Background: an optimization exercise with open tools, aiming at small area, a short achievable clock period and few clock cycles. Do not read the settings as production practice. Only simulation tests tie the RTL to the original design; equivalence was not proved.

--- design/flow/config.mk ---
export PLATFORM = sky130hd
export DESIGN_NAME = bu_lane
export DESIGN_NICKNAME = bu_lane
export VERILOG_FILES = /design/flow/design.v
export SDC_FILE = /design/flow/constraint.sdc
export NUM_CORES = 4
export LEC_CHECK = 0
export CAP_MARGIN = 20
export CORE_MARGIN = 2
export CORE_UTILIZATION = 40
export PLACE_DENSITY = 0.6
export SLEW_MARGIN = 20
export TNS_END_PERCENT = 20
--- design/flow/constraint.sdc ---
create_clock -name core_clock -period 25.0 [get_ports {clk}]
set_input_delay 5.0000 -clock core_clock [delete_from_list [all_inputs] [get_ports {clk}]]
set_output_delay 5.0000 -clock core_clock [all_outputs]
set_load 0.01 [all_outputs]
--- design/flow/design.v ---
module fp32_add (
    input  wire        clk,
    input  wire [31:0] a,
    input  wire [31:0] b,
    input  wire        ext,
    output reg  [31:0] y,
    output wire [9:0]  x_exp,
    output wire        x_nan
);
    wire       sa = a[31];
    wire       sb = b[31];
    wire [7:0] ea = a[30:23];
    wire [7:0] eb = b[30:23];
    wire [22:0] fa = a[22:0];
    wire [22:0] fb = b[22:0];
    wire a_max = (ea == 8'hFF);
    wire b_max = (eb == 8'hFF);
    wire a_nan = a_max && (fa != 0);
    wire b_nan = b_max && (fb != 0);
    wire a_inf = a_max && (fa == 0);
    wire b_inf = b_max && (fb == 0);
    wire        a_ge_b;
    wire [30:0] cmp_unused;
    pfx_add #(31) u_cmp (.a(a[30:0]), .b(~b[30:0]), .cin(1'b1), .s(cmp_unused), .cout(a_ge_b));
    wire swap = ~a_ge_b;
    wire        s_l = swap ? sb : sa;
    wire [30:0] l   = swap ? b[30:0] : a[30:0];
    wire [30:0] s   = swap ? a[30:0] : b[30:0];
    wire        l_norm = (l[30:23] != 0);
    wire        s_norm = (s[30:23] != 0);
    wire [7:0]  el = {l[30:24], l[23] | ~l_norm};
    wire [7:0]  es = {s[30:24], s[23] | ~s_norm};
    wire [23:0] ml = {l_norm, l[22:0]};
    wire [23:0] ms = {s_norm, s[22:0]};
    wire [7:0]  ea1 = {ea[7:1], ea[0] | (ea == 8'd0)};
    wire [7:0]  eb1 = {eb[7:1], eb[0] | (eb == 8'd0)};
    wire [7:0]  dab, dba;
    wire        dab_unused, dba_unused;
    pfx_add #(8) u_dab (.a(ea1), .b(~eb1), .cin(1'b1), .s(dab), .cout(dab_unused));
    pfx_add #(8) u_dba (.a(eb1), .b(~ea1), .cin(1'b1), .s(dba), .cout(dba_unused));
    wire [7:0]  d = swap ? dba : dab;
    wire [4:0]  dd = (d > 8'd26) ? 5'd26 : d[4:0];
    wire [25:0] sh26 = {ms, 2'b0} >> dd;
    reg  [23:0] lowmask;
    integer     q;
    always @* begin
        for (q = 0; q < 24; q = q + 1)
            lowmask[q] = (q + 3 <= dd);
    end
    wire [26:0] ms_al = {sh26, ((ms & lowmask) != 0)};
    wire        sub = sa ^ sb;
    wire [27:0] sum;
    wire        sum_unused;
    pfx_add #(28) u_sum (.a({1'b0, ml, 3'b0}), .b({1'b0, ms_al} ^ {28{sub}}), .cin(sub),
                         .s(sum), .cout(sum_unused));
    wire nan_in = a_nan || b_nan || (a_inf && b_inf && (sa != sb));
    reg [27:0] sum_r;
    reg [7:0]  el_r;
    reg        sl_r, ext_r, nan_r, ainf_r, binf_r, sa_r, sb_r;
    always @(posedge clk) begin
        sum_r  <= sum;
        el_r   <= el;
        sl_r   <= s_l;
        ext_r  <= ext;
        nan_r  <= nan_in;
        ainf_r <= a_inf;
        binf_r <= b_inf;
        sa_r   <= sa;
        sb_r   <= sb;
    end
    reg [4:0]  lz;
    reg [31:0] z0;
    reg [15:0] z1;
    reg [7:0]  z2;
    reg [3:0]  z3;
    reg [1:0]  z4;
    always @* begin
        z0    = {sum_r[26:0], 5'b10000};
        lz[4] = (z0[31:16] == 0);
        z1    = lz[4] ? z0[15:0] : z0[31:16];
        lz[3] = (z1[15:8] == 0);
        z2    = lz[3] ? z1[7:0] : z1[15:8];
        lz[2] = (z2[7:4] == 0);
        z3    = lz[2] ? z2[3:0] : z2[7:4];
        lz[1] = (z3[3:2] == 0);
        z4    = lz[1] ? z3[1:0] : z3[3:2];
        lz[0] = ~z4[1];
    end
    reg  [26:0] nm;       
    reg  [9:0]  ne;       
    reg  [4:0]  sh;
    always @* begin
        if (sum_r[27]) begin
            sh = 5'd0;
            nm = {sum_r[27:2], (sum_r[1] | sum_r[0])};
            ne = {2'b0, el_r} + 10'd1;
        end else begin
            if (ext_r || ({5'b0, lz} < {2'b0, el_r}))
                sh = lz;
            else
                sh = el_r[4:0] - 5'd1;      
            nm = sum_r[26:0] << sh;
            ne = {2'b0, el_r} - {5'b0, sh};
        end
    end
    wire        hid      = nm[26];
    wire        round_up = nm[2] & (nm[1] | nm[0] | nm[3]);
    wire [9:0]  ef       = ext_r ? ne : (hid ? {2'b0, ne[7:0]} : 10'd0);
    wire [32:0] rounded;
    wire        rnd_unused;
    pfx_add #(33) u_rnd (.a({ef, nm[25:3]}), .b(33'd0), .cin(round_up), .s(rounded), .cout(rnd_unused));
    wire zero = (sum_r == 0);
    wire big  = (ne >= 10'd255) && !ne[9];
    always @* begin
        if (nan_r)
            y = 32'h7FC00000;
        else if (ainf_r)
            y = {sa_r, 8'hFF, 23'b0};
        else if (binf_r)
            y = {sb_r, 8'hFF, 23'b0};
        else if (zero)
            y = {sa_r & sb_r, 31'b0};
        else if (big)
            y = {sl_r, 8'hFF, 23'b0};
        else
            y = {sl_r, rounded[30:0]};
    end
    assign x_nan = nan_r;
    assign x_exp = (ainf_r || binf_r || big) ? 10'd255 :
                   zero ? 10'h200 : rounded[32:23];
endmodule
module pfx_add #(parameter W = 8) (
    input  wire [W-1:0] a,
    input  wire [W-1:0] b,
    input  wire         cin,
    output reg  [W-1:0] s,
    output reg          cout
);
    reg [W-1:0] g, p, gn, pn, c;
    integer l, n, m;
    always @* begin
        g = a & b;
        p = a ^ b;
        g[0] = g[0] | (p[0] & cin);
        for (l = 0; (1 << l) < W; l = l + 1) begin
            gn = g;
            pn = p;
            for (n = 0; n < W; n = n + 1)
                if ((n >> l) & 1) begin
                    m = ((n >> l) << l) - 1;
                    gn[n] = g[n] | (p[n] & g[m]);
                    pn[n] = p[n] & p[m];
                end
            g = gn;
            p = pn;
        end
        c = {g[W-2:0], cin};
        s = a ^ b ^ c;
        cout = g[W-1];
    end
endmodule
module fp32_mul (
    input  wire        clk,
    input  wire        a_sign,
    input  wire [9:0]  a_exp,
    input  wire [22:0] a_frac,
    input  wire        a_nan,
    input  wire        b_sign,
    input  wire [9:0]  b_exp,
    input  wire [23:0] b_sig,
    input  wire [25:0] b_sig3,         
    input  wire        b_nan,
    input  wire [15:0] mask,
    output reg  [15:0] idx,
    output reg         ovf
);
    wire a_zero = a_exp[9] & ~a_exp[8];
    wire b_zero = b_exp[9] & ~b_exp[8];
    wire a_inf  = ~a_exp[9] & (a_exp[8] | (&a_exp[7:0]));
    wire b_inf  = ~b_exp[9] & (b_exp[8] | (&b_exp[7:0]));
    wire [23:0] ma = {1'b1, a_frac};
    function [95:0] csa;            
        input [47:0] x, y, z;
        begin
            csa = {x ^ y ^ z, ((x & y) | (x & z) | (y & z)) << 1};
        end
    endfunction
    reg  [47:0] r0 [0:11];
    reg  [47:0] r1 [0:7];
    reg  [47:0] r2 [0:5];
    reg  [47:0] r3 [0:3];
    reg  [47:0] r4 [0:2];
    reg  [47:0] r5 [0:1];
    reg  [25:0] pp;
    integer k;
    always @* begin
        for (k = 0; k < 12; k = k + 1) begin
            case (ma[2*k+1 -: 2])
                2'd0:    pp = 26'd0;
                2'd1:    pp = {2'b0, b_sig};
                2'd2:    pp = {1'b0, b_sig, 1'b0};
                default: pp = b_sig3;
            endcase
            r0[k] = {22'b0, pp} << (2*k);
        end
        for (k = 0; k < 4; k = k + 1)
            {r1[2*k], r1[2*k+1]} = csa(r0[3*k], r0[3*k+1], r0[3*k+2]);
        for (k = 0; k < 2; k = k + 1)
            {r2[2*k], r2[2*k+1]} = csa(r1[3*k], r1[3*k+1], r1[3*k+2]);
        r2[4] = r1[6];
        r2[5] = r1[7];
        for (k = 0; k < 2; k = k + 1)
            {r3[2*k], r3[2*k+1]} = csa(r2[3*k], r2[3*k+1], r2[3*k+2]);
        {r4[0], r4[1]} = csa(r3[0], r3[1], r3[2]);
        r4[2] = r3[3];
        {r5[0], r5[1]} = csa(r4[0], r4[1], r4[2]);
    end
    wire [47:0] p;
    wire        p_unused;
    pfx_add #(48) u_cpa (.a(r5[0]), .b(r5[1]), .cin(1'b0), .s(p), .cout(p_unused));
    wire signed [11:0] t0 = $signed({{2{a_exp[9]}}, a_exp}) + $signed({{2{b_exp[9]}}, b_exp})
                            - 12'sd276;
    reg [25:0] ph_r;           
    reg        pst_r;          
    reg [11:0] t0_r;
    reg        sy_r, nan_r, inf_r, zero_r;
    always @(posedge clk) begin
        ph_r   <= p[47:22];
        pst_r  <= (p[21:0] != 0);
        t0_r   <= t0;
        sy_r   <= a_sign ^ b_sign;
        nan_r  <= a_nan || b_nan || (a_inf && b_zero) || (b_inf && a_zero);
        inf_r  <= a_inf || b_inf;
        zero_r <= a_zero || b_zero;
    end
    wire               p47 = ph_r[25];
    wire signed [11:0] t   = p47 ? $signed(t0_r) : $signed(t0_r) - 12'sd1;
    wire [23:0] sig = p47 ? ph_r[25:2] : ph_r[24:1];
    wire        g   = p47 ? ph_r[1] : ph_r[0];
    wire        st  = p47 ? (ph_r[0] | pst_r) : pst_r;
    wire [24:0] sig_r;
    wire        sig_unused;
    pfx_add #(25) u_rnd (.a({1'b0, sig}), .b(25'd0), .cin(g & (st | sig[0])), .s(sig_r), .cout(sig_unused));
    wire big   = (t > 12'sd7) || (t == 12'sd7 && sig_r[24]);
    wire exact = (t == 12'sd8 && sig_r == 25'h0800000) || (t == 12'sd7 && sig_r[24]);
    wire signed [11:0] rsh = 12'sd7 - t;
    wire [31:0] w   = {sig_r, 7'b0} >> rsh[4:0];
    wire [15:0] mag = (rsh > 12'sd31) ? 16'd0 : w[15:0];
    wire [15:0] neg_mag;
    wire        neg_unused;
    pfx_add #(16) u_neg (.a(~mag), .b(16'd0), .cin(1'b1), .s(neg_mag), .cout(neg_unused));
    always @* begin
        if (nan_r) begin
            idx = 16'd0;
            ovf = 1'b1;
        end else if (inf_r) begin
            idx = sy_r ? 16'd0 : mask;
            ovf = 1'b1;
        end else if (zero_r) begin
            idx = 16'd0;
            ovf = 1'b0;
        end else if (big) begin
            idx = sy_r ? 16'd0 : mask;
            ovf = !(sy_r && exact);
        end else begin
            idx = (sy_r ? neg_mag : mag) & mask;
            ovf = 1'b0;
        end
    end
endmodule
module bu_lane (
    input  wire        clk,
    input  wire        rst,
    input  wire        half,
    input  wire [4:0]  cfg_log2n,
    input  wire [10:0] cfg_pixel_size,
    input  wire [15:0] cfg_curve_count,
    input  wire [9:0]  cfg_iter_count,
    input  wire [3:0]  cfg_red_shift,
    input  wire [31:0] cfg_idx_scale,
    input  wire [31:0] cfg_da1,
    input  wire [31:0] cfg_da2,
    input  wire [31:0] cfg_a1_start,
    input  wire [31:0] cfg_a2_start,
    input  wire        start,
    input  wire [31:0] time_in,
    output reg         busy,
    output reg         lut_rd,
    output reg  [16:0] lut_addr,
    input  wire [31:0] lut_data,
    output reg         smp_valid,
    input  wire        smp_ready,
    output reg  [31:0] smp_x,
    output reg  [31:0] smp_y,
    output reg  [5:0]  smp_colour,
    output reg         smp_in_range,
    output reg  [9:0]  smp_row,
    output reg  [9:0]  smp_col,
    output reg         smp_num
);
    localparam [3:0] S_IDLE  = 4'd0,
                     S_INIT1 = 4'd1,
                     S_INIT2 = 4'd2,
                     S_C0    = 4'd3,
                     S_C1    = 4'd4,
                     S_C2    = 4'd5,
                     S_C3    = 4'd6,
                     S_C4    = 4'd7,
                     S_C5    = 4'd8,
                     S_C6    = 4'd9,
                     S_C7    = 4'd10,
                     S_C8    = 4'd11,
                     S_C9    = 4'd12,
                     S_DRAIN = 4'd13;
    localparam [2:0] D_NONE = 3'd0, D_X = 3'd1, D_Y = 3'd2, D_S = 3'd3,
                     D_A1 = 3'd4, D_A2 = 3'd5;
    localparam [1:0] M_NONE = 2'd0, M_IA = 2'd1, M_IB = 2'd2;
    reg [3:0]  state;
    reg [2:0]  add_dst;
    reg [1:0]  mul_dst;
    reg        first;       
    reg        last;        
    reg        held;        
    reg [4:0]  log2n;
    reg [10:0] pix;         
    reg [15:0] half_hi;     
    reg [7:0]  ctr_e;       
    reg [9:0]  ctr_f;
    reg [9:0]  sc_exp;
    reg [23:0] sc_sig;
    reg        sc_sign, sc_nan;
    reg [25:0] sc_sig3;     
    reg [31:0] a1, a2;
    reg [15:0] i;
    reg [9:0]  j;           
    reg [31:0] s;
    reg [9:0]  s_exp;
    reg        s_nan;
    reg [31:0] da2r;
    reg        ovf;
    function [31:0] u2f_half;
        input [10:0] n;
        integer b;
        reg [3:0] msb;
        reg [22:0] frac;
        begin
            msb = 4'd0;
            for (b = 0; b < 11; b = b + 1)
                if (n[b]) msb = b[3:0];
            frac = {n, 12'b0} << (4'd11 - msb);
            if (n == 0)
                u2f_half = 32'd0;
            else
                u2f_half = {1'b0, 8'd126 + {4'd0, msb}, frac};
        end
    endfunction
    wire [31:0] ctr_w   = u2f_half(pix);
    wire [31:0] centre  = {1'b0, ctr_e, ctr_f, 13'b0};
    wire [31:0] p_limit = {1'b0, ctr_e + {7'b0, (ctr_e != 0)}, ctr_f, 13'b0};
    localparam [3:0] A_A1 = 4'b0001, A_A2 = 4'b0010, A_S = 4'b0100, A_DA2 = 4'b1000;
    localparam [4:0] B_S = 5'b00001, B_DA2 = 5'b00010, B_X = 5'b00100, B_Y = 5'b01000,
                     B_CTR = 5'b10000;
    reg  [3:0]  asel;
    reg  [4:0]  bsel;
    reg         add_ext;
    wire [31:0] add_a = ({32{asel[0]}} & a1) | ({32{asel[1]}} & a2)
                      | ({32{asel[2]}} & s)  | ({32{asel[3]}} & da2r);
    wire [31:0] add_b = ({32{bsel[0]}} & s)     | ({32{bsel[1]}} & da2r)
                      | ({32{bsel[2]}} & smp_x) | ({32{bsel[3]}} & smp_y)
                      | ({32{bsel[4]}} & centre);
    reg  [2:0]  add_iss;
    wire [31:0] add_y;
    wire [9:0]  add_xe;
    wire        add_xnan;
    fp32_add u_add (.clk(clk), .a(add_a), .b(add_b), .ext(add_ext), .y(add_y),
                    .x_exp(add_xe), .x_nan(add_xnan));
    always @* begin
        case (state)
            S_INIT1: add_iss = D_A1;
            S_INIT2: add_iss = D_A2;
            S_C4:    add_iss = D_X;
            S_C5:    add_iss = D_Y;
            S_C6:    add_iss = last ? D_A1 : D_S;
            S_C7:    add_iss = last ? D_A2 : D_S;
            default: add_iss = D_NONE;
        endcase
    end
    wire [16:0] mask_w = (17'h1 << log2n) - 17'h1;
    wire [15:0] mask   = mask_w[15:0];
    wire [15:0] conv_idx;
    wire        conv_ovf;
    fp32_mul u_mul (.clk(clk), .a_sign(s[31]), .a_exp(s_exp), .a_frac(s[22:0]), .a_nan(s_nan),
                    .b_sign(sc_sign), .b_exp(sc_exp), .b_sig(sc_sig), .b_sig3(sc_sig3), .b_nan(sc_nan),
                    .mask(mask), .idx(conv_idx), .ovf(conv_ovf));
    wire [16:0] quarter = 17'h1 << (log2n - 5'd2);
    function [9:0] ftrunc;
        input [31:0] v;
        reg [32:0] t;
        begin
            if (v[30:23] < 8'd127)
                ftrunc = 10'd0;
            else begin
                t = {9'd0, 1'b1, v[22:0]} >> (8'd150 - v[30:23]);
                ftrunc = t[9:0];
            end
        end
    endfunction
    function in_grid;
        input [31:0] v;
        input [31:0] lim;
        begin
            in_grid = (v[30:0] == 0) || (!v[31] && (v[30:0] < lim[30:0]));
        end
    endfunction
    wire in_range = in_grid(smp_x, p_limit) && in_grid(smp_y, p_limit);
    wire [15:0] i_sh  = i >> cfg_red_shift;
    wire [1:0]  red   = i_sh[1:0];
    wire [1:0]  green = j[8:7];
    wire [2:0]  bsum  = 3'd7 - ({1'b0, red} + {1'b0, green});
    wire [1:0]  blue  = bsum[2:1];
    wire        i_last = ({1'b0, i} + 17'd4 >= {1'b0, half_hi});
    always @(posedge clk) begin
        if (rst) begin
            state     <= S_IDLE;
            busy      <= 1'b0;
            asel      <= 4'd0;
            bsel      <= 5'd0;
            add_ext   <= 1'b0;
            add_dst   <= D_NONE;
            mul_dst   <= M_NONE;
            lut_rd    <= 1'b0;
            smp_valid <= 1'b0;
        end else begin
            if (smp_valid && smp_ready)
                smp_valid <= 1'b0;
            sc_sig3 <= {2'b0, sc_sig} + {1'b0, sc_sig, 1'b0};
            if (!sc_sig[23]) begin
                sc_sig <= {sc_sig[22:0], 1'b0};
                sc_exp <= sc_exp - 10'd1;
            end
            add_dst <= add_iss;
            case (add_dst)
                D_X: begin
                    smp_x   <= add_y;
                    smp_num <= ovf;
                end
                D_Y:  smp_y <= add_y;
                D_S: begin
                    s     <= add_y;
                    s_exp <= add_xe;
                    s_nan <= add_xnan;
                end
                D_A1: a1 <= add_y;
                D_A2: a2 <= add_y;
                default: ;
            endcase
            mul_dst <= M_NONE;
            case (mul_dst)
                M_IA: begin
                    lut_addr <= {1'b0, conv_idx};
                    ovf      <= conv_ovf;
                end
                M_IB: begin
                    lut_addr <= {1'b0, conv_idx};
                    ovf      <= ovf | conv_ovf;
                end
                default: ;
            endcase
            case (state)
                S_IDLE: begin
                    log2n   <= cfg_log2n;
                    pix     <= cfg_pixel_size;
                    half_hi <= half ? cfg_curve_count : {1'b0, cfg_curve_count[15:1]};
                    sc_sign <= cfg_idx_scale[31];
                    sc_nan  <= (cfg_idx_scale[30:23] == 8'hFF) && (cfg_idx_scale[22:0] != 0);
                    if (cfg_idx_scale[30:23] == 8'hFF) begin
                        sc_exp <= 10'd255;
                        sc_sig <= 24'h800000;
                    end else if (cfg_idx_scale[30:0] == 0) begin
                        sc_exp <= 10'h200;
                        sc_sig <= 24'h800000;
                    end else if (cfg_idx_scale[30:23] == 8'h00) begin
                        sc_exp <= 10'd1;
                        sc_sig <= {1'b0, cfg_idx_scale[22:0]};
                    end else begin
                        sc_exp <= {2'b0, cfg_idx_scale[30:23]};
                        sc_sig <= {1'b1, cfg_idx_scale[22:0]};
                    end
                    i    <= half ? {1'b0, cfg_curve_count[15:1]} : 16'd0;
                    a1   <= time_in;
                    a2   <= time_in;
                    s    <= cfg_a1_start;
                    da2r <= cfg_a2_start;
                    if (start && cfg_curve_count != 0) begin
                        busy  <= 1'b1;
                        asel    <= A_A1;
                        bsel    <= B_S;
                        add_ext <= 1'b0;
                        state   <= S_INIT1;
                    end
                end
                S_INIT1: begin
                    ctr_e <= ctr_w[30:23];
                    ctr_f <= ctr_w[22:13];
                    if (cfg_iter_count == 0) begin
                        busy  <= 1'b0;
                        state <= S_IDLE;
                    end else begin
                        asel    <= A_A2;
                        bsel    <= B_DA2;
                        add_ext <= 1'b0;
                        state   <= S_INIT2;
                    end
                end
                S_INIT2: begin
                    j     <= 10'd0;
                    first <= 1'b1;
                    last  <= 1'b0;
                    held  <= 1'b0;
                    asel    <= A_A1;
                    bsel    <= B_CTR;
                    add_ext <= 1'b1;
                    state   <= S_C6;
                end
                S_C0: begin
                    mul_dst  <= M_IB;
                    lut_addr <= lut_addr + quarter;
                    state    <= S_C1;
                end
                S_C1: begin
                    s     <= lut_data;                      
                    state <= S_C2;
                end
                S_C2: begin
                    if (!held)
                        da2r <= lut_data;                   
                    if (smp_valid) begin                    
                        held <= 1'b1;
                    end else begin
                        held     <= 1'b0;
                        lut_addr <= lut_addr + quarter;
                        state    <= S_C3;
                    end
                end
                S_C3: begin
                    smp_x <= lut_data;                      
                    last  <= (j + 10'd1 == cfg_iter_count);
                    asel    <= A_S;
                    bsel    <= B_X;
                    add_ext <= 1'b0;
                    state   <= S_C4;
                end
                S_C4: begin
                    smp_y  <= lut_data;                     
                    lut_rd <= 1'b0;
                    first  <= 1'b0;
                    if (last)
                        s <= cfg_da1;
                    asel    <= A_DA2;
                    bsel    <= B_Y;
                    add_ext <= 1'b0;
                    state   <= S_C5;
                end
                S_C5: begin
                    if (last)
                        da2r <= cfg_da2;
                    asel    <= A_A1;
                    bsel    <= last ? B_S : (first ? B_CTR : B_X);
                    add_ext <= !last;
                    state   <= S_C6;
                end
                S_C6: begin
                    if (sc_sig[23]) begin                   
                        asel    <= A_A2;
                        bsel    <= last ? B_DA2 : (first ? B_CTR : B_Y);
                        add_ext <= !last;
                        state   <= S_C7;
                    end
                end
                S_C7: begin
                    if (!first) begin
                        smp_valid    <= 1'b1;
                        smp_colour   <= {blue, green, red};
                        smp_in_range <= in_range;
                        smp_row      <= in_range ? ftrunc(smp_y) : 10'd0;
                        smp_col      <= in_range ? ftrunc(smp_x) : 10'd0;
                        j            <= j + 10'd1;
                    end
                    if (last) begin
                        i     <= i + 16'd4;
                        j     <= 10'd0;
                        first <= 1'b1;
                        last  <= 1'b0;
                        asel    <= A_A1;
                        bsel    <= B_CTR;
                        add_ext <= 1'b1;
                        state <= i_last ? S_DRAIN : S_C6;
                    end else begin
                        asel    <= 4'd0;
                        bsel    <= 5'd0;
                        add_ext <= 1'b0;
                        state   <= S_C8;
                    end
                end
                S_C8: begin
                    mul_dst <= M_IA;
                    state   <= S_C9;
                end
                S_C9: begin
                    lut_rd <= 1'b1;
                    state  <= S_C0;
                end
                S_DRAIN: begin
                    if (!smp_valid) begin
                        busy  <= 1'b0;
                        state <= S_IDLE;
                    end
                end
                default: state <= S_IDLE;
            endcase
        end
    end
endmodule
--- design/flow/flow/run.sh ---
#!/bin/bash
set -euo pipefail
bash standard.sh SETUP_SLACK_MARGIN=18 finish > flow_make.log 2>&1
--- design/flow/standard.sh ---
#!/bin/bash
# synth_recipe.tcl (not shown) runs the flow's synth.tcl, then flattens the netlist and writes it again
# the make line also repeats each setting of config.mk as NAME=value (left out here)
make -C /OpenROAD-flow-scripts/flow DESIGN_CONFIG=/design/flow/config.mk WORK_HOME=/design/flow/orfs CLKGATE_MAP_FILE= SYNTH_SCRIPT=/design/flow/synth_recipe.tcl "${@:-finish}"
==> out/summary.txt, run 1 <==
First-pass GRT wire length = 369000 µm
Skew final = 63.99 ps
Placed cell area = 61600 µm²
Worst skew pair latency = 720 ps
GRT busiest layer = met2
Seq cells post-synth = 497
CTS buffer count = 60
Synth area leaders = edfxtp_1 21%, fa_1 8.5%, ha_1 7.3%, mux2_2 5.7%, nand2_1 4.7%
Slew HR = 0.08890
Worst path most repeated cell = buf_4
Register-to-Register Setup Slack = 17270 ps
Syn Area/Cell = 8.473 µm²
Endpoints failing hold = 0
Die Y-Extent = 377.5 µm
Final core occ = 0.4956
FF-to-FF Start = asel[0]
Worst EP required = 25600 ps
Die ar. = 142500 µm²
Number of synthesized flops with an enable pin = 389
DR iter-0 viols = 7399
Antenna violations before repair = 13
Fmax = 0.1293 GHz
Synth cell types = 111
CP startpoint kind = flop
Predominant post-synthesis flop cell = edfxtp_1
Area delta synth->final = 23.46%
Slowest-stage cell, CP = ha_1
DR WL/cell = 29.30 µm
IO buf count = 386
Final-layout fill cell count = 13170
Synth Net Count = 7426
Max Cap Violations = 0
R2R depth = 32
CP Capture Type = flop
FP Rows = 137
Final Wtd Congestion = 1.006
Sequential fraction of the synthesis area = 0.2481
Crit share post-route = 0.3093
Mapped Cells = 6586
Initial core utilization = 0.4014
Worst hold margin = 414.4 ps
Met2 Track Usage GR = 0.5309
Vias in the first global route = 53630
Max Slew Vio Count = 0
Met1 Resource Use GR = 0.4338
Post-route cell area = 68890 µm²
Crit path buf inv count = 5
Deepest clock path buffer count = 3
Nets@finish = 7817
Post-route insts no fill = 8909
Clock slew at reported path FFs = 70 ps
Placed Cells = 8494
Crit path time final = 7732 ps
Pin count of the biggest net entering global routing = 74
Worst Hold Class = flop to flop
Total GRT Usage = 0.3475
DRT Pass-1 Iters = 7
End of the worst register-to-register path = u_add.sum_r[17]
Hold path start = add_ext
# IOs = 387
CTS tree = yes
Critical Path AT = 8330 ps
RSZ-0062 raised after global routing = yes
Total gr overflow = 0
Vias post-DR = 56920
Routed Antenna Nets = 0
Setup TNS = 0 ps
Hold-fix buffers, CTS = 0
Status = no timing/DRC/antenna violations
Synth warn = 22
Commonest non-fill, non-tap cell in the layout = nand2_1
Hold path depth = 0
Yosys top cell by area = edfxtp_1
H-Tree Depth = 2
DR vias/cell = 6.389
Worst Max-Slew Pin Slew = 1352 ps
Most frequent cells in the layout = 671 x nand2_1, 525 x nor2_1, 389 x edfxtp_1, 385 x clkdlybuf4s50_1, 368 x o21ai_0
Endpoints failing setup = 0
CTS sink count = 497
DP Wirelength = 186800 µm
Synth top area share = 0.2093
Crit path kind = flop to flop
Pre-CTS WS = 14840 ps
GR met3 Demand/Resource = 0.09192
Hold path endpoint = u_add.ext_r
Final worst slack = 17270 ps
Share of cells above drive strength 1 = 0.1847
Top cell family by delay on the critical path = compound AO/OA/AOI/OAI gates
CP max stage delay = 480 ps
Total wire length = 261000 µm
Core Area = 139000 µm²
Crit. Startpoint = asel[0]
Max FO, Critical Path = 23
Async SR Flop Fraction = 0
Die width = 377.5 µm
# DRC = 0
CTS root buf = clkbuf_16
Post-Syn Area = 55800 µm²
## routing by layer
metal	wire length, µm	vias up
li1	-	24880
met2	112000	3720
met3	30670	861
met4	20250	14
met1	98000	27450
met5	96	-
## synthesized netlist by cell type (61+ instances only)
master	count
a211oi_1	67
a21o_1	66
a21oi_1	380
a22o_1	183
a22oi_1	253
buf_1	61
clkbuf_1	422
dfxtp_1	108
edfxtp_1	389
fa_1	238
ha_1	327
inv_1	390
mux2_2	280
mux2i_1	185
nand2_1	696
nand3_1	172
nand4_1	70
nor2_1	556
nor2b_1	84
nor3_1	155
nor4_1	90
o21ai_0	386
xnor2_1	160
xor2_1	89
## cells by family after synthesis
logic type      Yosys count  synth area share
compound gates         1784            0.2161
xor+xnor                250           0.03937
fa+ha+maj               566            0.1589
buf+inv                 912           0.06276
flops                   497            0.2481
mux                     493            0.1008
simple gates           2084            0.1740
## sequential cells by signal, summed over array words and instances, names as in the netlist, 11 cells and up
register     cells
u_mul.t0_r      12
sc_sig3         26
s               32
u_add.sum_r     28
lut_addr        17
pix             11
da2r            32
a1              32
i               16
smp_y           32
sc_sig          24
half_hi         16
u_mul.ph_r      26
a2              32
smp_x           32
## worst register-to-register path: cells and delay by family, from the launching register on
kind | cells | cell delay [ps]
muxes | 1 | 340
xor gates and xnor gates | 2 | 340
and+or+nand+nor | 9 | 2140
adders and majority gates | 3 | 1130
DFF | 1 | 390
buffers and inverters | 5 | 960
AOI/OAI and AO/OA | 12 | 2330
## worst max path at each step
stage	to	slack, ps	depth (start not counted)
finish	u_add.sum_r[17]	17270	32
global route	u_add.sum_r[27]	17010	37
CTS	u_add.sum_r[27]	17510	37
detailed placement	s[23]	14840	27
global placement	s[23]	15030	27
floorplan	smp_col[0]	17600	1
## final cells by class
type	instances	area [µm²]	share of cell area
inverters	401	1539	0.02234
repair inverters	2	13.76	0.0001998
multi-input cells	5182	40750	0.5914
repair buffers	833	8179	0.1187
diodes	5	12.51	0.0001816
well taps	1876	2347	0.03407
flip-flops and latches	497	13920	0.2020
clock buffers	78	1680	0.02439
clock inverters	35	457.9	0.006647
## what timing repair did
item,CTS,global route
cloned,19,18
setup endpoints to repair,304,300
buffers inserted,139,120
pin swaps,83,130
resized for setup,353,210
Testbench counts, summed over its fixed seeds: cycles 1,173,256.
==> run 2, diff against run 1 <==
--- a/design/flow/design.v
+++ b/design/flow/design.v
@@ -324,2 +324,3 @@
     reg [4:0]  log2n;
+    reg [3:0]  red_shift;
     reg [10:0] pix;         
@@ -397,10 +398,9 @@
         input [31:0] v;
-        reg [32:0] t;
+        reg [7:0] k;
         begin
+            k = v[30:23] - 8'd127;
             if (v[30:23] < 8'd127)
                 ftrunc = 10'd0;
-            else begin
-                t = {9'd0, 1'b1, v[22:0]} >> (8'd150 - v[30:23]);
-                ftrunc = t[9:0];
-            end
+            else
+                ftrunc = {1'b1, v[22:14]} >> (4'd9 - k[3:0]);
         end
@@ -415,3 +415,3 @@
     wire in_range = in_grid(smp_x, p_limit) && in_grid(smp_y, p_limit);
-    wire [15:0] i_sh  = i >> cfg_red_shift;
+    wire [15:0] i_sh  = i >> red_shift;
     wire [1:0]  red   = i_sh[1:0];
@@ -470,4 +470,5 @@
                 S_IDLE: begin
-                    log2n   <= cfg_log2n;
-                    pix     <= cfg_pixel_size;
+                    log2n     <= cfg_log2n;
+                    red_shift <= cfg_red_shift;
+                    pix       <= cfg_pixel_size;
                     half_hi <= half ? cfg_curve_count : {1'b0, cfg_curve_count[15:1]};
--- a/design/flow/config.mk
+++ b/design/flow/config.mk
@@ -7,2 +7,3 @@
 export LEC_CHECK = 0
+export ABC_AREA = 1
 export CAP_MARGIN = 20
==> out/summary.txt, run 2 <==
RSZ-0062 raised after global routing = yes
Worst skew pair latency = 740 ps (+20 ps)
Synth top cells by count = 1412 x nand2_1, 937 x inv_1, 590 x o21ai_0, 532 x nor2_1, 424 x a21oi_1
Critical Path AT = 7910 ps (-420 ps)
DR iter-0 viols = 7907 (+6.9%)
Crit path time final = 7371 ps (-360.6 ps)
Crit path buf inv count = 7 (+2)
Die Y-Extent = 363.7 µm (-3.7%)
Worst Max-Slew Pin Slew = 1207 ps (-145.5 ps)
CTS sink count = 501 (+0.80%)
Pre-CTS WS = 15610 ps (+771.0 ps)
Die width = 363.7 µm (-3.7%)
Hold-fix buffers, CTS = 0 (unchanged)
Yosys top cell by area = edfxtp_1
IO buf count = 386 (unchanged)
Number of synthesized flops with an enable pin = 393 (+1.0%)
CTS tree = yes
Total wire length = 262700 µm (+0.64%)
CTS buffer count = 60 (unchanged)
Crit. Startpoint = s[7]
Worst setup path endpoint = u_mul.ph_r[23]
Final-layout fill cell count = 12570 (-4.6%)
Register area = 13980 µm² (+0.43%)
CP startpoint kind = flop
DR vias/cell = 6.073 (-4.9%)
Synth warn = 22 (unchanged)
Final worst slack = 17630 ps (+360.6 ps)
Area delta synth->final = 23.54% (about the same)
Endpoints failing hold = 0 (unchanged)
Mapped Cells = 6975 (+5.9%)
H-Tree Depth = 2 (unchanged)
Routed wl met3 = 33070 µm (+7.8%)
WL met1 = 105000 µm (+7.1%)
Synth Net Count = 7817 (+5.3%)
First-pass GRT wire length = 370100 µm (+0.31%)
Die ar. = 132300 µm² (-7.2%)
Max FO, Critical Path = 8 (-65%)
Total gr overflow = 0 (unchanged)
# DRC = 0 (unchanged)
Slew HR = 0.1954 (+0.1065)
Routed Antenna Nets = 0 (unchanged)
Async SR Flop Fraction = 0 (unchanged)
Predominant post-synthesis flop cell = edfxtp_1
CP Capture Type = flop
DP Wirelength = 196800 µm (+5.3%)
CP max stage delay = 630 ps (+150 ps)
Crit share post-route = 0.2948 (-0.01442)
Setup TNS = 0 ps (unchanged)
Top cell family by delay on the critical path = adder cells
Area used by multi-input combinational logic = 33920 µm² (-17%)
# IOs = 387 (unchanged)
Most frequent cells in the layout = 1383 x nand2_1, 892 x inv_1, 569 x o21ai_0, 508 x nor2_1, 400 x a21oi_1
Deepest clock path buffer count = 3 (unchanged)
Top Metal Used = met5
Final Wtd Congestion = 1.053 (+4.6%)
Worst path most repeated cell = nand2_1
Endpoints failing setup = 0 (unchanged)
Commonest non-fill, non-tap cell in the layout = nand2_1
Dominant cell by count in the synthesized netlist = nand2_1
Worst Hold Class = flop to flop
Clock slew at reported path FFs = 70 ps (about the same)
Initial core utilization = 0.4043 (+0.002863)
Hold path start = ovf
Register-to-Register Setup Slack = 17630 ps (+360 ps)
Vias post-DR = 56230 (-1.2%)
End of the worst register-to-register path = u_mul.ph_r[23]
Pin count of the biggest net entering global routing = 56 (-24%)
Slowest-stage cell, CP = fa_2
Total GRT Usage = 0.3842 (+0.03676)
Share of cells above drive strength 1 = 0.1202 (-0.06446)
Max Slew Vio Count = 0 (unchanged)
CTS root buf = clkbuf_16
DR WL met2 = 108100 µm (-3.5%)
Status = no timing/DRC/antenna violations
Max Cap Violations = 0 (unchanged)
Worst EP required = 25540 ps (-60 ps)
Sequential fraction of the synthesis area = 0.2698 (+0.02174)
Crit path kind = flop to flop
Vias in the first global route = 52750 (-1.6%)
R2R depth = 40 (+25%)
WP depth = 40 (+25%)
DR WL/cell = 28.37 µm (-3.2%)
Fmax = 0.1357 GHz (+4.9%)
Final core occ = 0.4994 (+0.003853)
Skew final = 105.8 ps (+41.79 ps)
Syn Area/Cell = 7.420 µm² (-12%)
Core Area = 128000 µm² (-7.9%)
Synth area leaders = edfxtp_1 23%, nand2_1 10%, fa_1 9.2%, ha_1 8.0%, inv_1 6.8%
Seq cells post-synth = 501 (+0.80%)
FF-to-FF Start = s[7]
Hold path depth = 0 (unchanged)
FP Rows = 131 (-4.4%)
Synth cell types = 81 (-27%)
Antenna violations before repair = 18 (+5)
DRT Pass-1 Iters = 9 (+2)
Nets@finish = 8309 (+6.3%)
Synth top area share = 0.2280 (+0.01871)
Post-Syn Area = 51750 µm² (-7.3%)
-- run 2: worst min path at each step --
stage                  end  slack (ps)
2_1_floorplan  u_add.ext_r         330
5_1_grt            smp_num         490
6_report           smp_num         460
4_1_cts            smp_num         470
3_5_place_dp       smp_num         450
3_3_place_gp       asel[1]         450
-- run 2: layer usage --
metal | global-route usage | vias up
li1 | - | 24970
met1 | 0.5091 | 26710
met2 | 0.5643 | 3745
met3 | 0.1169 | 781
met4 | 0.1941 | 24
met5 | 0 | -
-- run 2: cells by family (layout without fill, tap and decap cells) --
group | Yosys count | after routing | synth area share
compound gates | 1745 | 1745 | 0.2088
xor+xnor | 179 | 179 | 0.03029
fa+ha+maj | 567 | 567 | 0.1716
buf+inv | 1357 | 1901 | 0.1011
flops | 501 | 501 | 0.2698
mux | 19 | 19 | 0.003675
other cells | 0 | 11 | 0
simple gates | 2607 | 2607 | 0.2147
-- run 2: layout make-up --
cell class | instances | share of cell area
multi-input combinational | 5117 | 0.5305
sequential | 501 | 0.2186
timing repair buffer | 798 | 0.1197
inverter | 981 | 0.06071
tap | 1729 | 0.03384
clock buffer | 65 | 0.02442
clock inverter | 49 | 0.01090
timing repair inverter | 8 | 0.0008415
antenna | 11 | 0.0004305
-- run 2: through the flow --
stage	hold WS [ps]	std cells	cell area, µm²
floorplan	331.1	6975	51810
global placement	448.7	8828	57220
detailed placement	453.2	8829	57230
CTS	468.2	9187	62940
global route	489.6	9252	63920
finish	464.3	9259	63930
-- run 2: repair_timing --
item,CTS,global route
setup endpoints to repair,74,102
resized for setup,309,111
buffers inserted,229,57
cloned,15,3
pin swaps,59,50
Testbench counts of run 2, summed over its fixed seeds: cycles 1,173,256.
==> run 3, diff against run 2 <==
--- a/design/flow/design.v
+++ b/design/flow/design.v
@@ -422,13 +422,3 @@
     always @(posedge clk) begin
-        if (rst) begin
-            state     <= S_IDLE;
-            busy      <= 1'b0;
-            asel      <= 4'd0;
-            bsel      <= 5'd0;
-            add_ext   <= 1'b0;
-            add_dst   <= D_NONE;
-            mul_dst   <= M_NONE;
-            lut_rd    <= 1'b0;
-            smp_valid <= 1'b0;
-        end else begin
+        begin
             if (smp_valid && smp_ready)
@@ -622,2 +612,13 @@
         end
+        if (rst) begin
+            state     <= S_IDLE;
+            busy      <= 1'b0;
+            asel      <= 4'd0;
+            bsel      <= 5'd0;
+            add_ext   <= 1'b0;
+            add_dst   <= D_NONE;
+            mul_dst   <= M_NONE;
+            lut_rd    <= 1'b0;
+            smp_valid <= 1'b0;
+        end
     end
==> out/summary.txt, run 3 <==
Core Area = 127400 µm² (-0.51%)
Setup TNS = 0 ps (unchanged)
First-pass GRT wire length = 362600 µm (-2.0%)
Share of cells above drive strength 1 = 0.1072 (-0.01304)
FP Rows = 131 (unchanged)
Final-layout fill cell count = 12560 (-0.087%)
Crit path kind = input pin to flop
Max FO, Critical Path = 9 (+1)
Proportion of synthesized area in mux cells = 0.003716 (+0.00004078)
# DRC = 0 (unchanged)
Endpoints failing setup = 0 (unchanged)
Synth Area in Compound Gates = 0.2075 (-0.001276)
Seq cells post-synth = 501 (unchanged)
Die ar. = 130800 µm² (-1.1%)
Status = no timing/DRC/antenna violations
Initial core utilization = 0.4019 (-0.002379)
CP cell instances = clkdlybuf4s50_1 -> nor4_1 -> nand4_1 -> o41ai_2 -> nand2_1 -> o21ai_0 -> nor2_1 -> inv_1 -> a21oi_1 -> nand4_1 -> a21oi_1
End of the worst register-to-register path = u_mul.ph_r[25]
Critical Path AT = 8040 ps (+130 ps)
Synth cell types = 76 (-6.2%)
Slowest-stage cell, CP = clkdlybuf4s50_1
# IOs = 387 (unchanged)
Crit share post-route = 0.2953 (+0.0004440)
Worst skew pair latency = 720 ps (-20 ps)
H-Tree Depth = 3 (+1)
Slew HR = 0.1812 (-0.01419)
Deepest clock path buffer count = 3 (unchanged)
Main combinational cell family by area after synthesis = simple AND/OR/NAND/NOR gates
Commonest non-fill, non-tap cell in the layout = nand2_1
Endpoints failing hold = 0 (unchanged)
Pin count of the biggest net entering global routing = 81 (+45%)
Synth Area in Adders = 0.1744 (+0.002784)
DR iter-0 viols = 8012 (+1.3%)
Total gr overflow = 0 (unchanged)
Simple-gate share of the synthesized area = 0.2209 (+0.006172)
Final worst slack = 17620 ps (-11.10 ps)
Vias in the first global route = 52100 (-1.2%)
Syn Area/Cell = 7.314 µm² (-1.4%)
Worst Max-Slew Pin Slew = 1215 ps (+8.439 ps)
Routed Antenna Nets = 0 (unchanged)
Synth top area share = 0.1860 (-0.04206)
Synth area leaders = edfxtp_1 19%, nand2_1 10%, fa_1 9.3%, ha_1 8.1%, dfxtp_1 7.2%
Synth Area in XOR/XNOR = 0.03251 (+0.002218)
CTS root buf = clkbuf_16
DR vias/cell = 6.084 (+0.17%)
Fmax = 0.1355 GHz (-0.15%)
Synth top cells by count = 1406 x nand2_1, 971 x inv_1, 589 x o21ai_0, 516 x nor2_1, 400 x nand3_1
Async SR Flop Fraction = 0 (unchanged)
CTS buffer count = 66 (+10%)
Sequential fraction of the synthesis area = 0.2579 (-0.01187)
CTS sink count = 501 (unchanged)
DR WL/cell = 28.00 µm (-1.3%)
DP Wirelength = 194300 µm (-1.3%)
Vias post-DR = 55510 (-1.3%)
Top cell family by delay on the critical path = buffers and inverters
Dominant cell by count in the synthesized netlist = nand2_1
Synth Net Count = 7843 (+0.33%)
CP startpoint kind = input pin
RSZ-0062 raised after global routing = yes
Hold path depth = 0 (unchanged)
Pre-CTS WS = 15500 ps (-104.5 ps)
R2R depth = 28 (-30%)
Final Wtd Congestion = 1.030 (-2.1%)
Yosys top cell by area = edfxtp_1
Number of synthesized flops with an enable pin = 317 (-19%)
Most frequent cells in the layout = 1385 x nand2_1, 931 x inv_1, 562 x o21ai_0, 486 x nor2_1, 397 x nand3_1
Worst EP required = 25660 ps (+120 ps)
Total wire length = 255500 µm (-2.8%)
Predominant post-synthesis flop cell = edfxtp_1
Worst Hold Class = flop to flop
Total GRT Usage = 0.3771 (-0.007181)
CTS tree = yes
Antenna violations before repair = 16 (-2)
Die width = 361.7 µm (-0.54%)
Hold path start = ovf
Synth warn = 22 (unchanged)
Crit path time final = 7382 ps (+11.10 ps)
DRT Pass-1 Iters = 9 (unchanged)
Register-to-Register Setup Slack = 17860 ps (+230 ps)
Nets@finish = 8246 (-0.76%)
IO buf count = 386 (unchanged)
Area delta synth->final = 21.62%
Clock slew at reported path FFs = 60 ps (about the same)
Mapped Cells = 6998 (+0.33%)
CP max stage delay = 620 ps (about the same)
Post-Syn Area = 51190 µm² (-1.1%)
FF-to-FF Start = sc_sig3[20]
Crit path buf inv count = 2 (-5)
Die Y-Extent = 361.7 µm (-0.54%)
Skew final = 60.88 ps (-44.90 ps)
Area used by multi-input combinational logic = 33910 µm² (about the same)
Register area = 13290 µm² (-5.0%)
CP Capture Type = flop
Max Cap Violations = 0 (unchanged)
Max Slew Vio Count = 0 (unchanged)
Hold path endpoint = smp_num
run 3: cell types whose count changed in the layout (fill, tap and decap cells not counted), moves of 16 or more:
| cell | previous run | this run |
|---|---|---|
| dfxtp_1 | 102 | 146 |
| dfxtp_2 | 3 | 24 |
| o22ai_1 | 132 | 110 |
| nor2_1 | 508 | 486 |
| buf_4 | 317 | 263 |
| a21oi_1 | 400 | 374 |
| edfxtp_1 | 393 | 317 |
| nor4_1 | 35 | 51 |
| nand3_1 | 355 | 397 |
| xnor2_1 | 43 | 60 |
| a221oi_1 | 97 | 126 |
| inv_1 | 892 | 931 |
| buf_6 | 60 | 17 |
run 3: cell type report:
cell class	count	share of cell area
clock buffers	87	0.02963
well taps	1662	0.03341
diodes	8	0.0003216
repair inverters	7	0.0007839
multi-input cells	5127	0.5447
clock inverters	34	0.007216
inverters	1002	0.06386
repair buffers	696	0.1067
flip-flops and latches	501	0.2134
run 3: how the worst max path moves through the flow:
stage / slack (ps) / end / from / cells past startpoint
after detailed placement: 15500 / u_add.sum_r[16] / s[21] / 34
after global placement: 15920 / u_add.sum_r[17] / s[21] / 32
final: 17620 / asel[0] / cfg_curve_count[14] / 11
after CTS: 17640 / s[10] / u_add.sum_r[17] / 44
after floorplan: 18010 / u_mul.ph_r[9] / s[3] / 44
after global routing: 17480 / u_mul.ph_r[9] / sc_sig3[12] / 36
run 3: what timing repair did:
item / CTS / global route
gates cloned: 10 / 7
hold buffers: 0 / 0
hold endpoints to repair: 0 / 0
endpoints found under the setup margin: 181 / 210
resized for setup: 265 / 132
pin swaps: 38 / 49
buffers inserted: 129 / 61
run 3: layer usage:
metal	global-route usage	vias up	part of all wire
li1	-	24780	-
met1	0.4956	26240	0.40
met2	0.5565	3635	0.41
met3	0.1191	829	0.12
met4	0.1864	24	0.061
met5	0.005919	-	0.0011
run 3: logic make-up after synthesis:
family,count (synthesis)
buffers and inverters,1373
AOI/OAI and AO/OA,1710
and+or+nand+nor,2635
muxes,19
DFF,501
xor gates and xnor gates,190
adders and majority gates,570
run 3: per-stage QoR:
step           utilization  cell area, µm²  cells  hold slack (ps)
6_report            0.4888           62250   9124            478.5
2_1_floorplan            -           51250   6998            325.9
3_3_place_gp        0.4444           56600   8787            466.8
4_1_cts             0.4799           61110   9048            482.0
5_1_grt             0.4886           62230   9116            498.5
3_5_place_dp        0.4445           56610   8788            460.0
Testbench counts of run 3, summed over its fixed seeds: cycles 1,173,256.
==> run 4, diff against run 3 <==
--- a/design/flow/design.v
+++ b/design/flow/design.v
@@ -465,16 +465,4 @@
                     sc_sign <= cfg_idx_scale[31];
-                    sc_nan  <= (cfg_idx_scale[30:23] == 8'hFF) && (cfg_idx_scale[22:0] != 0);
-                    if (cfg_idx_scale[30:23] == 8'hFF) begin
-                        sc_exp <= 10'd255;
-                        sc_sig <= 24'h800000;
-                    end else if (cfg_idx_scale[30:0] == 0) begin
-                        sc_exp <= 10'h200;
-                        sc_sig <= 24'h800000;
-                    end else if (cfg_idx_scale[30:23] == 8'h00) begin
-                        sc_exp <= 10'd1;
-                        sc_sig <= {1'b0, cfg_idx_scale[22:0]};
-                    end else begin
-                        sc_exp <= {2'b0, cfg_idx_scale[30:23]};
-                        sc_sig <= {1'b1, cfg_idx_scale[22:0]};
-                    end
+                    sc_exp  <= {2'b0, cfg_idx_scale[30:23]};
+                    sc_sig  <= {1'b0, cfg_idx_scale[22:0]};
                     i    <= half ? {1'b0, cfg_curve_count[15:1]} : 16'd0;
@@ -484,8 +472,8 @@
                     da2r <= cfg_a2_start;
+                    asel    <= A_A1;
+                    bsel    <= B_S;
+                    add_ext <= 1'b0;
                     if (start && cfg_curve_count != 0) begin
                         busy  <= 1'b1;
-                        asel    <= A_A1;
-                        bsel    <= B_S;
-                        add_ext <= 1'b0;
-                        state   <= S_INIT1;
+                        state <= S_INIT1;
                     end
@@ -493,2 +481,16 @@
                 S_INIT1: begin
+                    sc_nan <= (sc_exp[7:0] == 8'hFF) && (sc_sig[22:0] != 0);
+                    if (sc_exp[7:0] == 8'hFF) begin
+                        sc_exp <= 10'd255;
+                        sc_sig <= 24'h800000;
+                    end else if (sc_exp[7:0] == 8'h00 && sc_sig[22:0] == 0) begin
+                        sc_exp <= 10'h200;
+                        sc_sig <= 24'h800000;
+                    end else if (sc_exp[7:0] == 8'h00) begin
+                        sc_exp <= 10'd1;
+                        sc_sig <= {1'b0, sc_sig[22:0]};
+                    end else begin
+                        sc_exp <= sc_exp;
+                        sc_sig <= {1'b1, sc_sig[22:0]};
+                    end
                     ctr_e <= ctr_w[30:23];
==> out/summary.txt, run 4 <==
Status = no timing/DRC/antenna violations
Core Area = 129000 µm² (+1.3%)
Most frequent cells in the layout = 1418 x nand2_1, 887 x inv_1, 591 x nor2_1, 526 x o21ai_0, 427 x nand3_1
Clock slew at reported path FFs = 70 ps (about the same)
R2R depth = 29 (+3.6%)
Synth cell types = 75 (-1.3%)
Routed Antenna Nets = 0 (unchanged)
Crit path buf inv count = 1 (-1)
Number of synthesized flops with an enable pin = 317 (unchanged)
Vias in the first global route = 51740 (-0.69%)
Crit path kind = flop to output pin
Top cell family by delay on the critical path = flip-flops
Synth top area share = 0.1837 (-0.002308)
Yosys top cell by area = edfxtp_1
Final core occ = 0.4883 (about the same)
Crit path time final = 7093 ps (-289.5 ps)
Area delta synth->final = 21.53% (about the same)
Share of cells above drive strength 1 = 0.1108 (+0.003614)
CTS root buf = clkbuf_16
Seq cells post-synth = 501 (unchanged)
Slowest-stage cell, CP = edfxtp_1
Hold path start = ovf
Die ar. = 132500 µm² (+1.2%)
Critical Path AT = 2090 ps (-5950 ps)
First-pass GRT wire length = 357000 µm (-1.5%)
# DRC = 0 (unchanged)
DR iter-0 viols = 7356 (-8.2%)
DR WL/cell = 27.16 µm (-3.0%)
Hold path depth = 0 (unchanged)
IO buf count = 386 (unchanged)
Worst Hold Class = flop to flop
Antenna violations before repair = 23 (+7)
Slew HR = 0.1904 (+0.009208)
Initial core utilization = 0.4018 (about the same)
Max FO, Critical Path = 6 (-3)
Dominant cell by count in the synthesized netlist = nand2_1
FP Rows = 132 (+0.76%)
Crit share post-route = 0.2837 (-0.01158)
Hold path endpoint = smp_num
RSZ-0062 raised after global routing = yes
Sequential fraction of the synthesis area = 0.2547 (-0.003201)
Vias post-DR = 56040 (+0.96%)
CTS buffer count = 66 (unchanged)
DR vias/cell = 5.985 (-1.6%)
Fmax = 0.1410 GHz (+4.1%)
Deepest clock path buffer count = 3 (unchanged)
Hold-fix buffers, CTS = 0 (unchanged)
H-Tree Depth = 3 (unchanged)
Predominant post-synthesis flop cell = edfxtp_1
Worst hold margin = 454.7 ps (-23.82 ps)
CP startpoint kind = flop
CP Capture Type = output pin
Endpoints failing setup = 0 (unchanged)
Die Y-Extent = 364.0 µm (+0.62%)
CTS tree = yes
Pin count of the biggest net entering global routing = 136 (+68%)
Synth top cells by count = 1453 x nand2_1, 924 x inv_1, 612 x nor2_1, 566 x o21ai_0, 432 x nand3_1
Post-Syn Area = 51830 µm² (+1.3%)
Mapped Cells = 7156 (+2.3%)
Placed Cells = 9022 (+2.7%)
Die width = 364.0 µm (+0.62%)
Worst Max-Slew Pin Slew = 1202 ps (-13.67 ps)
Synth area leaders = edfxtp_1 18%, nand2_1 11%, fa_1 9.2%, ha_1 8.2%, dfxtp_1 7.1%
CP max stage delay = 720 ps (+100 ps)
DRT Pass-1 Iters = 9 (unchanged)
Synth Net Count = 8010 (+2.1%)
Async SR Flop Fraction = 0 (unchanged)
Skew final = 68.45 ps (+7.572 ps)
FF-to-FF Start = sc_sig3[8]
Syn Area/Cell = 7.243 µm² (-0.98%)
Worst EP required = 20000 ps (-5660 ps)
End of the worst register-to-register path = u_mul.ph_r[9]
Synth warn = 22 (unchanged)
Post-route insts no fill = 9363 (+2.6%)
Nets@finish = 8413 (+2.0%)
Setup TNS = 0 ps (unchanged)
Max Slew Vio Count = 0 (unchanged)
Register-to-Register Setup Slack = 18030 ps (+170 ps)
DP Wirelength = 195200 µm (+0.47%)
Commonest non-fill, non-tap cell in the layout = nand2_1
Total GRT Usage = 0.3674 (-0.009659)
Endpoints failing hold = 0 (unchanged)
Worst skew pair latency = 690 ps (-30 ps)
# IOs = 387 (unchanged)
CTS sink count = 501 (unchanged)
Final Wtd Congestion = 1.008 (-2.2%)
Total gr overflow = 0 (unchanged)
CP cell instances = clkdlybuf4s50_1
Total wire length = 254300 µm (-0.47%)
Max Cap Violations = 0 (unchanged)
## run 4: what timing repair did
| action | 4_1_cts | 5_1_grt |
|---|---|---|
| setup buffers | 61 | 136 |
| pin swaps | 11 | 76 |
| cloned | 5 | 8 |
| resized for setup | 188 | 282 |
| setup endpoints to repair | 68 | 153 |
## run 4: area by class of cell
| class | instances | area, µm² |
|---|---|---|
| tap | 1742 | 2180 |
| multi-input combinational | 5305 | 34650 |
| fill | 12840 | 66000 |
| clock inverter | 28 | 290.3 |
| timing repair buffer | 708 | 6790 |
| sequential | 501 | 13290 |
| clock buffer | 89 | 1852 |
| timing repair inverter | 5 | 36.28 |
| inverter | 972 | 3864 |
| antenna | 13 | 32.53 |
## run 4: stage by stage
| step | setup slack, ps | cell area, µm² |
|---|---|---|
| after CTS | 17800 | 60600 |
| final | 17910 | 62990 |
| after detailed placement | 15620 | 57320 |
| after global routing | 17810 | 62970 |
| after floorplan | 18110 | 51830 |
| after global placement | 15790 | 57320 |
## run 4: worst max path at each step
stage                     startpoint         endpoint  depth (start not counted)
final                      smp_x[21]        smp_x[21]                          1
after global routing            s[4]    u_mul.ph_r[9]                         43
after CTS                       s[6]   u_mul.ph_r[25]                         26
after detailed placement       s[21]  u_add.sum_r[17]                         30
after global placement         s[21]  u_add.sum_r[17]                         29
after floorplan                 s[2]    u_mul.ph_r[9]                         44
## run 4: logic make-up (layout without fill, tap and decap cells)
logic type | after synthesis | in the layout | share of synthesized area
xor+xnor | 184 | 184 | 0.03109
flops | 501 | 501 | 0.2547
mux | 17 | 17 | 0.003283
compound gates | 1692 | 1692 | 0.1993
buf+inv | 1350 | 1802 | 0.1004
simple gates | 2833 | 2833 | 0.2369
fa+ha+maj | 579 | 579 | 0.1743
other cells | 0 | 13 | 0
## run 4: per-layer routing
layer / vias up / global-route usage / part of all wire
li1: 25240 / - / -
met1: 26470 / 0.4878 / 0.41
met2: 3476 / 0.5483 / 0.42
met3: 816 / 0.1147 / 0.12
met4: 36 / 0.1579 / 0.053
met5: - / 0 / 0.00098
Testbench counts of run 4, summed over its fixed seeds: cycles 1,173,256.
==> run 5, diff against run 4 <==
==> design/flow/flow/run.sh (replaced) <==
#!/bin/bash
set -euo pipefail
bash standard.sh SETUP_SLACK_MARGIN=18.5 finish > flow_make.log 2>&1
--- a/design/flow/config.mk
+++ b/design/flow/config.mk
@@ -8,3 +8,3 @@
 export ABC_AREA = 1
-export CAP_MARGIN = 20
+export CAP_MARGIN = 5
 export CORE_MARGIN = 2
@@ -12,3 +12,3 @@
 export PLACE_DENSITY = 0.6
-export SLEW_MARGIN = 20
+export SLEW_MARGIN = 5
 export TNS_END_PERCENT = 20
==> out/summary.txt, run 5 <==
DR vias/cell = 6.025 (+0.67%)
Total wire length = 264900 µm (+4.2%)
Hold path start = ovf
Total GRT Usage = 0.3827 (+0.01534)
Status = no timing/DRC/antenna violations
CTS root buf = clkbuf_16
Final-layout fill cell count = 12560 (-2.1%)
Worst Hold Class = flop to flop
Endpoints failing setup = 0 (unchanged)
Register-to-Register Setup Slack = 18190 ps (+160 ps)
Clock slew at reported path FFs = 60 ps (about the same)
DP Wirelength = 195200 µm (about the same)
Dominant cell by count in the synthesized netlist = nand2_1
Die width = 364.0 µm (unchanged)
Syn Area/Cell = 7.243 µm² (unchanged)
DRT Pass-1 Iters = 9 (unchanged)
# DRC = 0 (unchanged)
CTS buffer count = 60 (-9.1%)
Max Cap Violations = 0 (unchanged)
Seq cells post-synth = 501 (unchanged)
Worst skew pair latency = 750 ps (+60 ps)
Vias in the first global route = 53510 (+3.4%)
Critical Path AT = 7340 ps (+5250 ps)
Initial core utilization = 0.4018 (unchanged)
Core Area = 129000 µm² (unchanged)
Commonest non-fill, non-tap cell in the layout = nand2_1
FF-to-FF Start = sc_sig3[1]
Die ar. = 132500 µm² (unchanged)
Post-route cell area = 66700 µm² (+5.9%)
CP startpoint kind = flop
Synth top area share = 0.1837 (unchanged)
Area delta synth->final = 28.70%
Post-Syn Area = 51830 µm² (unchanged)
Antenna violations before repair = 42 (+83%)
CTS sink count = 501 (unchanged)
Crit path time final = 6810 ps (-283.1 ps)
Setup TNS = 0 ps (unchanged)
Slowest-stage cell, CP = dfxtp_1
Most frequent cells in the layout = 1386 x nand2_1, 862 x inv_1, 576 x nor2_1, 498 x o21ai_0, 466 x buf_4
CP Capture Type = flop
Final Wtd Congestion = 1.019 (+1.2%)
Endpoints failing hold = 0 (unchanged)
Deepest clock path buffer count = 3 (unchanged)
Nets@finish = 8657 (+2.9%)
FP Rows = 132 (unchanged)
CTS tree = yes
Synth cell types = 75 (unchanged)
# IOs = 387 (unchanged)
Die Y-Extent = 364.0 µm (unchanged)
Max FO, Critical Path = 8 (+2)
Fmax = 0.1469 GHz (+4.2%)
Async SR Flop Fraction = 0 (unchanged)
Worst Max-Slew Pin Slew = 1339 ps (+137.6 ps)
DR iter-0 viols = 7248 (-1.5%)
Slew HR = 0.09770 (-0.09273)
Crit path kind = flop to flop
Placed cell area = 57280 µm² (about the same)
Hold path endpoint = smp_num
Routed Antenna Nets = 0 (unchanged)
Synth Net Count = 8010 (unchanged)
RSZ-0062 raised after global routing = yes
Total gr overflow = 0 (unchanged)
DR WL/cell = 27.57 µm (+1.5%)
CP max stage delay = 660 ps (-60 ps)
Sequential fraction of the synthesis area = 0.2547 (unchanged)
Skew final = 105.3 ps (+36.87 ps)
Synth area leaders = edfxtp_1 18%, nand2_1 11%, fa_1 9.2%, ha_1 8.2%, dfxtp_1 7.1%
First-pass GRT wire length = 371100 µm (+3.9%)
Hold path depth = 0 (unchanged)
Crit share post-route = 0.2724 (-0.01132)
H-Tree Depth = 2 (-1)
Mapped Cells = 7156 (unchanged)
Vias post-DR = 57900 (+3.3%)
R2R depth = 34 (+17%)
Synth top cells by count = 1453 x nand2_1, 924 x inv_1, 612 x nor2_1, 566 x o21ai_0, 432 x nand3_1
Worst EP required = 25530 ps (+5530 ps)
End of the worst register-to-register path = u_mul.pst_r
Pin count of the biggest net entering global routing = 80 (-41%)
Crit. Startpoint = sc_sig3[1]
Predominant post-synthesis flop cell = edfxtp_1
Number of synthesized flops with an enable pin = 317 (unchanged)
Max Slew Vio Count = 0 (unchanged)
Hold-fix buffers, CTS = 0 (unchanged)
Worst path most repeated cell = buf_4
Yosys top cell by area = edfxtp_1
Synth warn = 22 (unchanged)
IO buf count = 386 (unchanged)
Share of cells above drive strength 1 = 0.1710 (+0.06019)
-- run 5: critical path: cells and delay by family (launching register included) --
kind / cells / cell delay [ps]
buffers and inverters: 19 / 2530
adder cells (fa/ha/maj): 6 / 2100
AO/OA/AOI/OAI: 4 / 790
flip-flops: 1 / 660
AND/OR/NAND/NOR: 4 / 410
XOR/XNOR: 1 / 140
-- run 5: per-layer routing --
layer  vias up  routed length, µm  global-route usage
met5         -                302                   0
met4        42              17170              0.1916
met3       946              34160              0.1261
met2      3734             108900              0.5652
met1     27460             104400              0.4988
li1      25720                  -                   -
-- run 5: layout make-up --
| class | count | area (µm²) | share of cell area |
|---|---|---|---|
| clock buffers | 70 | 1614 | 0.02420 |
| diodes | 14 | 35.03 | 0.0005252 |
| repair buffers | 954 | 8994 | 0.1348 |
| flip-flops and latches | 501 | 13330 | 0.1999 |
| inverters | 972 | 3974 | 0.05957 |
| well taps | 1742 | 2180 | 0.03268 |
| clock inverters | 43 | 538.0 | 0.008066 |
| multi-input cells | 5306 | 35970 | 0.5393 |
| repair inverters | 8 | 62.56 | 0.0009379 |
-- run 5: logic make-up after synthesis --
family,count (synthesis),share of synthesized area
adders and majority gates,579,0.1743
and+or+nand+nor,2833,0.2369
xor gates and xnor gates,184,0.03109
buffers and inverters,1350,0.1004
DFF,501,0.2547
AOI/OAI and AO/OA,1692,0.1993
muxes,17,0.003283
-- run 5: how the worst max path moves through the flow --
stage | end | slack, ps | cells after the start
final | u_mul.pst_r | 18190 | 34
after detailed placement | u_add.sum_r[16] | 15860 | 35
after global routing | u_mul.ph_r[9] | 17930 | 41
after floorplan | u_mul.ph_r[9] | 18410 | 44
after CTS | busy | 18260 | 1
after global placement | u_add.sum_r[17] | 16050 | 29
-- run 5: metrics by stage --
stage,hold WS [ps],utilization,setup slack [ps],cells
floorplan,325.9,-,18410,7156
global placement,450.0,0.4441,16050,9012
detailed placement,451.4,0.4441,15860,9012
CTS,466.5,0.4961,18260,9447
global route,479.5,0.5170,17930,9601
finish,461.7,0.5171,18190,9610
-- run 5: what timing repair did --
| action | in CTS | in global routing |
|---|---|---|
| endpoints found under the hold margin | 0 | 0 |
| endpoints found under the setup margin | 223 | 335 |
| gates cloned | 12 | 8 |
| setup buffers | 310 | 141 |
| gates resized for setup | 596 | 351 |
| pin swaps | 102 | 149 |

-- separate check: timing with driven ports --
In the flow no input, the clock included, has a driving cell. The finished layouts below were timed again as built, in two steps. Step 1 sets driving cells, clkbuf_16 on the clock port and buf_2 on the other inputs (assumed; they add their load-dependent delay and slew). Step 2 also shifts input and output timing later by t, the mid clock arrival at the registers, as if the neighbouring blocks saw the same clock. Three values: ideal, step 1, step 2; two values: the first two.
| run | t (ns) | slack for setup (ns) | worst setup path after step 2 |
|---|---|---|---|
| run 1 | 0.783 | 17.268 / 17.268 / 16.980 | input to register |
| run 2 | 0.762 | 17.629 / 17.629 / 17.116 | input to register |
| run 3 | 0.780 | 17.618 / 17.680 / 16.900 | input to register |
| run 4 | 0.742 | 17.907 / 17.818 / 17.353 | input to register |
| run 5 | 0.778 | 18.190 / 18.156 / 17.570 | input to register |
After both steps setup and hold are still met in every run listed. The setup slack of run 3, which loses most, moves by +0.062 ns with the drivers and by -0.718 ns with both steps.
